This design comes from an exercise in tuning for small area, a short achievable clock period and few clock cycles on the open sky130 flow, not from production work. Only simulation tests tie the RTL to the original design; equivalence was not proved. No activity file was given, so power comes from the tool's default toggle rates.

Setup of job 8703:
Design fortelion_engine, start of the top module:
module fortelion_engine (
    input  wire         clk,
    input  wire         rst,
    input  wire         req_valid,
    input  wire [31:0]  req_word,
    input  wire         req_transport,
    output wire         req_ready,
    input  wire         s_valid,
    input  wire [1:0]   s_kind,
    input  wire [7:0]   s_data,
    output wire         s_ready,
    output reg          done,
    output reg  [7:0]   rstatus,
    output wire [7:0]   rrule,
    output wire [7:0]   rexp,
    output wire [7:0]   rrcv,
    output wire [7:0]   ract,
    output wire [15:0]  rvalid,
    output reg  [7:0]   rqty,
    output wire [15:0]  rneed,
    output wire [15:0]  ravail,
    output reg  [31:0]  rval,
    output wire [127:0] rvec,
    output wire [15:0]  rlen,
    output wire [255:0] rbytes,
    output wire [47:0]  rfault,
    output wire [39:0]  txb,
    output reg          txv
);
    localparam [3:0] C_CELLV = 4'd0, C_CURR = 4'd1, C_TEMP = 4'd2,
                     C_SOH = 4'd6, C_FS1 = 4'd7, C_FS2 = 4'd8,
                     C_MI = 4'd9, C_SU = 4'd10, C_NONE = 4'd15;
    localparam [4:0] S_IDLE = 5'd0, S_STRM = 5'd1, S_RW = 5'd2, S_RD1 = 5'd3,
                     S_CLR = 5'd4, S_WB = 5'd5, S_WR2 = 5'd6, S_WALK = 5'd7,
                     S_WE1 = 5'd8, S_CK1 = 5'd9, S_CK2 = 5'd10, S_X10 = 5'd11,
                     S_SUM = 5'd12, S_D1 = 5'd13, S_D2 = 5'd14, S_D3 = 5'd15,
                     S_DIV = 5'd16, S_WE2 = 5'd17, S_SUM0 = 5'd18, S_RD2 = 5'd19;
    function [7:0] f_len(input [3:0] c);
        f_len = (c == 4'd0) ? 8'd16 :
                (c >= 4'd1 && c <= 4'd5) ? 8'd2 :
                (c >= 4'd6 && c <= 4'd8) ? 8'd1 :
                (c == 4'd9) ? 8'd32 :
                (c == 4'd10) ? 8'd24 : 8'd0;
    endfunction
    function [7:0] f_code(input [3:0] c);
        f_code = (c == 4'd0) ? 8'h21 : (c == 4'd1) ? 8'h22 : (c == 4'd2) ? 8'h23 :
  ...
Settings: LEC_CHECK=0, CAP_MARGIN=20, CORE_MARGIN=2, CORE_UTILIZATION=55, CTS_BUF_LIST=sky130_fd_sc_hd__clkbuf_4 sky130_fd_sc_hd__clkbuf_8, PLACE_DENSITY=0.85, SLEW_MARGIN=20; clock period 10.0 ns.
standard.sh (not shown) runs the stock make flow with config.mk's settings and CLKGATE_MAP_FILE= SYNTH_SCRIPT=/design/flow/synth_recipe.tcl, a recipe that flattens the netlist after the stock synthesis.
==> flow/flow/run.sh <==
#!/bin/bash
# Own layout flow: the standard synthesis, then the standard layout
# with two changes to how it is made:
#   * the port buffers are sky130_fd_sc_hd__buf_1 cells (the standard flow
#     picks a delay cell); there is still one buffer on every input and
#     output port, and the repair steps resize them like any other cell;
#   * the timing repair steps aim for a larger setup slack.
# The clock period, the constraints and every other step are the standard
# ones. Each tool's output goes to a log file of its own in this folder.
set -euo pipefail
bash standard.sh synth > synth.log 2>&1
bash standard.sh \
    "BUFFER_PORTS_ARGS=-buffer_cell sky130_fd_sc_hd__buf_1" \
    "SETUP_SLACK_MARGIN=5.5" \
    finish > layout.log 2>&1
Job 8703 ended with every stage complete and zero timing, DRC or antenna violations.
Testbench counts of job 8703, summed over its fixed seeds: cycles 18,504.
For job 6316, these inputs were changed with respect to job 8703:
# job 8703
export LEC_CHECK = 0
export CAP_MARGIN = 20
export CORE_MARGIN = 2
export CORE_UTILIZATION = 55
export CTS_BUF_LIST = sky130_fd_sc_hd__clkbuf_4 sky130_fd_sc_hd__clkbuf_8
export PLACE_DENSITY = 0.85
export SLEW_MARGIN = 20
create_clock -name core_clock -period 10.0 [get_ports {clk}]
# job 6316
export LEC_CHECK = 0
export CAP_MARGIN = 20
export CORE_MARGIN = 2
export CORE_UTILIZATION = 50
export CTS_BUF_LIST = sky130_fd_sc_hd__clkbuf_4 sky130_fd_sc_hd__clkbuf_8
export PLACE_DENSITY = 0.75
export SLEW_MARGIN = 20
create_clock -name core_clock -period 10.0 [get_ports {clk}]
-- flow/flow/run.sh --
<<< job 8703, line 14
    "SETUP_SLACK_MARGIN=5.5" \
>>> job 6316, line 14
    "SETUP_SLACK_MARGIN=6" \
==> comparison <==
- Job 6316 vs job 8703 — die outline area rose 5500 um^2.
- On final non-filler cell area, the lower figure sits with job 8703, not job 6316.
- Delta(share of the cycle needed by the critical path after routing, job 6316 - job 8703) < 0

---

P:
Another version of the RTL of fortelion_engine (not shown whole).
Size in the first run: roughly 30000 sq um of cells after synthesis.
// fortelion_engine
module fortelion_engine (
    input  wire         clk,
    input  wire         rst,
    input  wire         req_valid,
    input  wire [31:0]  req_word,
    input  wire         req_transport,
    output wire         req_ready,
    input  wire         s_valid,
    input  wire [1:0]   s_kind,
    input  wire [7:0]   s_data,
    output wire         s_ready,
    output reg          done,
    output reg  [7:0]   rstatus,
    output wire [7:0]   rrule,
    output wire [7:0]   rexp,
    output wire [7:0]   rrcv,
    output wire [7:0]   ract,
    output wire [15:0]  rvalid,
    output reg  [7:0]   rqty,
    output wire [15:0]  rneed,
    output wire [15:0]  ravail,
    output reg  [31:0]  rval,
    output wire [127:0] rvec,
    output wire [15:0]  rlen,
    output wire [255:0] rbytes,
    output wire [47:0]  rfault,
    output wire [39:0]  txb,
    output reg          txv
);
export LEC_CHECK = 0
export CAP_MARGIN = 20
export CORE_MARGIN = 2
export CORE_UTILIZATION = 55
export CTS_BUF_LIST = sky130_fd_sc_hd__clkbuf_4 sky130_fd_sc_hd__clkbuf_8
export PLACE_DENSITY = 0.85
export SLEW_MARGIN = 20
create_clock -name core_clock -period 10.0 [get_ports {clk}]
==> flow/flow/run.sh <==
#!/bin/bash
# Own layout flow: the standard synthesis, then the standard layout
# with two changes to how it is made:
#   * the port buffers are sky130_fd_sc_hd__buf_1 cells (the standard flow
#     picks a delay cell); there is still one buffer on every input and
#     output port, and the repair steps resize them like any other cell;
#   * the timing repair steps aim for a larger setup slack.
# The clock period, the constraints and every other step are the standard
# ones. Each tool's output goes to a log file of its own in this folder.
set -euo pipefail
bash standard.sh synth > synth.log 2>&1
bash standard.sh \
    "BUFFER_PORTS_ARGS=-buffer_cell sky130_fd_sc_hd__buf_1" \
    "SETUP_SLACK_MARGIN=5.5" \
    finish > layout.log 2>&1
Testbench counts of P, summed over its fixed seeds: cycles 18,520.
For Q, these inputs were changed with respect to P:
Settings: changing CORE_UTILIZATION from 55 to 50.
--- a/flow/flow/run.sh
+++ b/flow/flow/run.sh
@@ -13,3 +13,3 @@
     "BUFFER_PORTS_ARGS=-buffer_cell sky130_fd_sc_hd__buf_1" \
-    "SETUP_SLACK_MARGIN=5.5" \
+    "SETUP_SLACK_MARGIN=6" \
     finish > layout.log 2>&1
For the sequential share of cell area, Q came in 2.9 points lower than P did. Lower wire length the detailed router placed on met1 was reported by P, not Q. The higher post-route clock period utilization of Q and P is in P. Of Q and P, the run reporting the lower count of clock-buffer cells in the layout was P. Re routed length on met3: Q is about 5.6% up on P. Capture point of the worst path: rval[13] -> P, rlen[0] -> Q.
Input changes introduced in R (baseline for comparison: Q):
--- a/flow/flow/run.sh
+++ b/flow/flow/run.sh
@@ -13,3 +13,3 @@
     "BUFFER_PORTS_ARGS=-buffer_cell sky130_fd_sc_hd__buf_1" \
-    "SETUP_SLACK_MARGIN=6" \
+    "SETUP_SLACK_MARGIN=5.9" \
     finish > layout.log 2>&1
Of R and Q, the run reporting the lower post-route standard cell area excluding fillers was R.
R vs Q, source of the critical timing path: exp_cmd[2] vs exp_cmd[1]
Sort R and Q by met3 routed wirelength asc -> top: R
Final-layout worst hold slack: R vs Q up 0.0042 ns

---

== run A ==
Starting RTL as in the previous note.
==> flow/config.mk <==
export PLATFORM = sky130hd
export DESIGN_NAME = fortelion_engine
export DESIGN_NICKNAME = fortelion_engine
export VERILOG_FILES = /design/flow/design.v
export SDC_FILE = /design/flow/constraint.sdc
export NUM_CORES = 4
export LEC_CHECK = 0
export CAP_MARGIN = 20
export CORE_MARGIN = 2
export CORE_UTILIZATION = 50
export CTS_BUF_LIST = sky130_fd_sc_hd__clkbuf_4 sky130_fd_sc_hd__clkbuf_8
export PLACE_DENSITY = 0.85
export SLEW_MARGIN = 20
==> flow/constraint.sdc <==
create_clock -name core_clock -period 10.0 [get_ports {clk}]
set_input_delay 2.0000 -clock core_clock [delete_from_list [all_inputs] [get_ports {clk}]]
set_output_delay 2.0000 -clock core_clock [all_outputs]
set_load 0.01 [all_outputs]
==> flow/flow/run.sh <==
#!/bin/bash
# Own layout flow: the standard synthesis, then the standard layout
# with two changes to how it is made:
#   * the port buffers are sky130_fd_sc_hd__buf_1 cells (the standard flow
#     picks a delay cell); there is still one buffer on every input and
#     output port, and the repair steps resize them like any other cell;
#   * the timing repair steps aim for a larger setup slack.
# The clock period, the constraints and every other step are the standard
# ones. Each tool's output goes to a log file of its own in this folder.
set -euo pipefail
bash standard.sh synth > synth.log 2>&1
bash standard.sh \
    "BUFFER_PORTS_ARGS=-buffer_cell sky130_fd_sc_hd__buf_1" \
    "SETUP_SLACK_MARGIN=5.5" \
    finish > layout.log 2>&1
Run A: full flow OK, the timing, DRC and antenna checks passed
Testbench counts of run A, summed over its fixed seeds: cycles 18,520.
Input changes introduced in run B (baseline for comparison: run A):
Settings: a deleted CTS_BUF_LIST that had been sky130_fd_sc_hd__clkbuf_4 sky130_fd_sc_hd__clkbuf_8.
[summary]
In run B, the sequential cell fraction of total power came out 1.8 points below the value in run A.
Changes observed in run B relative to run A: post-route fraction of the period consumed by the critical path now sits lower; worst hold slack now sits at about the same level; share of the synthesized netlist area taken by xor and xnor gates now sits at about the same level; number of nets in the layout now sits lower.
Going from run A to run B, count of cells resized by post-cts repair went up about 1.6%, total wire length after detailed routing went up about 0.37%, final worst slack went up 0.019 ns.
## Diff of input files: run C against run B
Settings: CTS_BUF_LIST now sky130_fd_sc_hd__clkbuf_4 sky130_fd_sc_hd__clkbuf_8, previously not set.
--- a/flow/flow/run.sh
+++ b/flow/flow/run.sh
@@ -12,4 +12,4 @@
 bash standard.sh \
     "BUFFER_PORTS_ARGS=-buffer_cell sky130_fd_sc_hd__buf_1" \
-    "SETUP_SLACK_MARGIN=5.5" \
+    "SETUP_SLACK_MARGIN=5.75" \
     finish > layout.log 2>&1
--- outcome ---
Compared with run B, in run C fraction of power consumed by combinational cells increased by 0.8 points relative to the old numbers; global-route wire length before repair closely matched the old numbers; final core utilization increased by 1.0 points relative to the old numbers; setup slack increased by 0.23 ns relative to the old numbers.

## separate check: timing with driven ports
The flow's constraints put no driver on any port. The routed layouts listed below were extracted and timed again, unchanged, in two steps. Step 1 sets driving cells, clkbuf_16 on the clock port and buf_2 on the other inputs (assumed; they add their load-dependent delay and slew). Step 2 moves the port delays by t, midway between the first and last clock arrival at a register: inputs arrive t later, outputs are due t later. That takes back most of the time a late clock gives input paths. Three values: ideal ports, drivers, drivers and shift; two values: the first two.
| run | shift t [ns] | slack for setup (ns) | worst hold slack (ns) | worst setup path at the end | worst slew at a driven data input, ns |
|---|---|---|---|---|---|
| job 8703 | 0.772 | 5.320 / 5.301 / 4.708 | 0.456 / 0.456 / 0.456 | input to register | 0.04 |
| job 6316 | 0.770 | 5.515 / 5.515 / 4.999 | 0.461 / 0.461 / 0.461 | input to register | 0.07 |
| P | 0.784 | 5.378 / 5.414 / 4.630 | 0.384 / 0.384 / 0.384 | input to register | 0.11 |
| Q | 0.799 | 5.754 / 5.688 / 5.163 | 0.422 / 0.422 / 0.422 | input to register | 0.09 |
| R | 0.800 | 5.664 / 5.596 / 5.055 | 0.426 / 0.426 / 0.426 | input to register | 0.10 |
| run A | 0.783 | 5.469 / 5.405 / 4.774 | 0.422 / 0.422 / 0.422 | input to register | 0.11 |
| run B | 0.699 | 5.488 / 5.463 / 4.822 | 0.420 / 0.420 / 0.420 | input to register | 0.10 |
| run C | 0.774 | 5.719 / 5.676 / 4.989 | 0.397 / 0.397 / 0.397 | input to register | 0.09 |
After both steps setup and hold are still met in every run listed. For P, which loses most, drivers alone change the setup slack by +0.036 ns; drivers and shift together by -0.748 ns.
